Context: an optimization exercise on an open-source flow, tuned for small area. The choices shown serve that exercise and are no tape-out recipe. In this exercise RTL edits were held to simulation tests only and were not proved equivalent to the original. No driver is modelled on the clock port, so clocking that relies on it looks cheaper here than on a real chip. Power and IR drop assume default switching activity.

== before ==
Design hpf, start of the top module:
module hpf (
    input  wire        clk,
    input  wire        rst,           
    input  wire        op_valid,
    output wire        op_ready,
    input  wire [3:0]  op_sel,
    input  wire [7:0]  op_cmd,        
    input  wire [7:0]  op_plen,       
    input  wire [8:0]  op_flen,       
    input  wire [15:0] op_alg,        
    input  wire        pl_valid,
    input  wire [7:0]  pl_data,
    output wire        pl_ready,
    output wire        tx_valid,
    output wire [7:0]  tx_data,
    input  wire        tx_ready,
    input  wire        rx_valid,
    input  wire        rx_timeout,
    input  wire [7:0]  rx_data,
    output wire        rx_ready,
    output reg         done,
    output wire        busy,
    output reg  [2:0]  session,
    output wire [15:0] mode,
    output reg         mode_valid,
    output wire [2:0]  res_kind,
    output reg         fb_valid,
    output wire [8:0]  fb_len,
    output reg         info_valid,
    output wire [7:0]  info_n,
    output reg  [15:0] info_pkt,
    output reg  [15:0] info_id,
    output reg  [7:0]  det_count,
    output wire [3:0]  err_cause,
    output wire [8:0]  err_len,
    output wire        close_strobe,
    output wire        det_valid,
    output wire [7:0]  det_kind,
    output wire [15:0] det_ax,
    output wire [15:0] det_ay,
    output wire [15:0] det_bx,
    output wire [15:0] det_by
);
Size in the first run: about 720 cells after synthesis, roughly 140 flip-flops, roughly 0.0073 mm^2 of cells after synthesis.
==> flow/config.mk <==
export PLATFORM = sky130hd
export DESIGN_NAME = hpf
export DESIGN_NICKNAME = hpf
export VERILOG_FILES = /design/flow/design.v
export SDC_FILE = /design/flow/constraint.sdc
export NUM_CORES = 4
export LEC_CHECK = 0
export CAP_MARGIN = 0
export CORE_MARGIN = 2
export CORE_UTILIZATION = 40
export SLEW_MARGIN = 0
==> flow/constraint.sdc <==
create_clock -name core_clock -period 8.0 [get_ports {clk}]
set_input_delay 1.6000 -clock core_clock [delete_from_list [all_inputs] [get_ports {clk}]]
set_output_delay 1.6000 -clock core_clock [all_outputs]
set_load 0.01 [all_outputs]
standard.sh (not shown) runs the stock make flow with config.mk's settings and CLKGATE_MAP_FILE= SYNTH_SCRIPT=/design/flow/synth_recipe.tcl, a recipe that flattens the netlist after the stock synthesis.
==> flow/flow/run.sh <==
#!/bin/bash
# The standard layout with: an area-oriented ABC mapping in synthesis (flow/synth_override.tcl,
# registers unchanged), buf_1 port buffers, and a clock tree of clkbuf_8 that is then
# downsized, leaves first, where the flip-flop clock slew allows (flow/post_cts.tcl).
set -euo pipefail
here=$(pwd)
{ head -1 synth_recipe.tcl; cat flow/synth_override.tcl; tail -n +2 synth_recipe.tcl; } > my_synth.tcl
sed "s#synth_recipe.tcl#my_synth.tcl#" standard.sh > my_standard.sh
export BUFFER_PORTS_ARGS="-buffer_cell sky130_fd_sc_hd__buf_1"
export CTS_ARGS="-sink_clustering_enable -repair_clock_nets -buf_list sky130_fd_sc_hd__clkbuf_8 -root_buf sky130_fd_sc_hd__clkbuf_8 -dont_use_dummy_load"
export POST_CTS_TCL="$here/flow/post_cts.tcl"
bash my_standard.sh > standard.log 2>&1
Other scripts of this flow, unchanged in this note and not shown: flow/flow/post_cts.tcl, flow/flow/synth_override.tcl
The inputs of after differ from those of before as listed below.
diff --git a/flow/design.v b/flow/design.v
--- a/flow/design.v
+++ b/flow/design.v
@@ -128,20 +128,20 @@
                       is_ack ? (idx[3:0] == 4'd5) : (idx[3:0] == 4'd15);
     wire   sum_ok   = (acc == rx_data);
     wire   frame_ok = pfx_ok & sum_ok;
     wire   c_det    = cls[2] & ~cls[1];
     wire   c_known  = (cls != 3'd0);
     wire   c_info   = (cls == 3'd2);
     wire   c_ok     = cls[1] & cls[0];
     wire   c_ack    = (cls == 3'd7);
     wire   det_last = (det_count == 8'd1);
-    wire   in_f     = (idx[3:0] >= 4'd5) && (idx[3:0] <= 4'd8);
-    wire   in_d     = (idx[3:0] >= 4'd5) && (idx[3:0] <= 4'd12);
+    wire   in_f     = (idx >= 9'd5) && (idx <= 9'd8);
+    wire   in_d     = (idx >= 9'd5) && (idx <= 9'd12);
     reg [7:0] pfx_byte;
     always @* begin
         case (idx[1:0])
             2'd0:    pfx_byte = 8'h55;
             2'd1:    pfx_byte = 8'hAA;
             default: pfx_byte = 8'h11;
         endcase
     end
     reg [2:0] cls_in;
@@ -265,21 +265,21 @@
                     rx_ph     <= 1'b0;
                     done      <= 1'b1;
                 end else begin
                     idx <= idx_inc;
                     acc <= acc + rx_data;
                     if (kop == K_FRAME)
                         sd[8:0] <= rem_dec;
                     if (idx[8:2] == 7'd0 && idx[1:0] != 2'd3 && rx_data != pfx_byte)
                         pfx_ok <= 1'b0;
-                    if (idx[3:0] == 4'd3)    
+                    if (idx == 9'd3)
                         cls <= {(rx_data == 8'h00), 2'b00};
-                    if (idx[3:0] == 4'd4)
+                    if (idx == 9'd4)
                         cls <= cls_in;
                     if (is_resp && !info_valid && in_f)
                         {info_id, info_pkt} <= {rx_data, info_id, info_pkt[15:8]};
                     if (is_resp && info_valid && in_d)
                         sd <= {rx_data, sd[63:8]};
                     if (rx_last) begin
                         acc      <= 8'd0;
                         pfx_ok   <= 1'b1;
                         rx_ph    <= 1'b0;
[summary]
Per the comparison of after with before, met3 wire length climbed about 70%; design area climbed 0.37%; power dropped 0.39%; average instance area after synthesis climbed 1.2%.
Summary: with before as the reference, global-route wire length before repair in after moved up by a few percent.
Routed via count came out higher on after than on before.
Wire: after routes more than before
Setup WNS before -> after: worse
[after] combinational gate power fell about 6% relative to before
Relative to before, the synthesized area measured on after has increased slightly.

-- afterwards: timing with drivers on the ports --
How much do the figures lean on ideal ports? The routed layouts below were timed once more, with nothing changed but the port constraints.
Step 1 assumes that a clkbuf_16 drives the clock port and a buf_2 every other input.
Step 2, shift: input delay + t, output delay - t, t = (earliest + latest rising clock arrival at the registers) / 2. This alone moves slack from input paths to output paths.
a / b / c = no drivers / after step 1 / after step 2; a / b = the first two.
run	t, ns	setup WS [ns]	worst slew at a driven data input, ns
before	0.551	2.750 / 2.727 / 2.727	0.08
after	0.578	2.646 / 2.622 / 2.622	0.07
After both steps setup and hold are still met in every run listed. For after, which loses most, drivers alone change the setup slack by -0.024 ns; drivers and shift together by -0.024 ns.
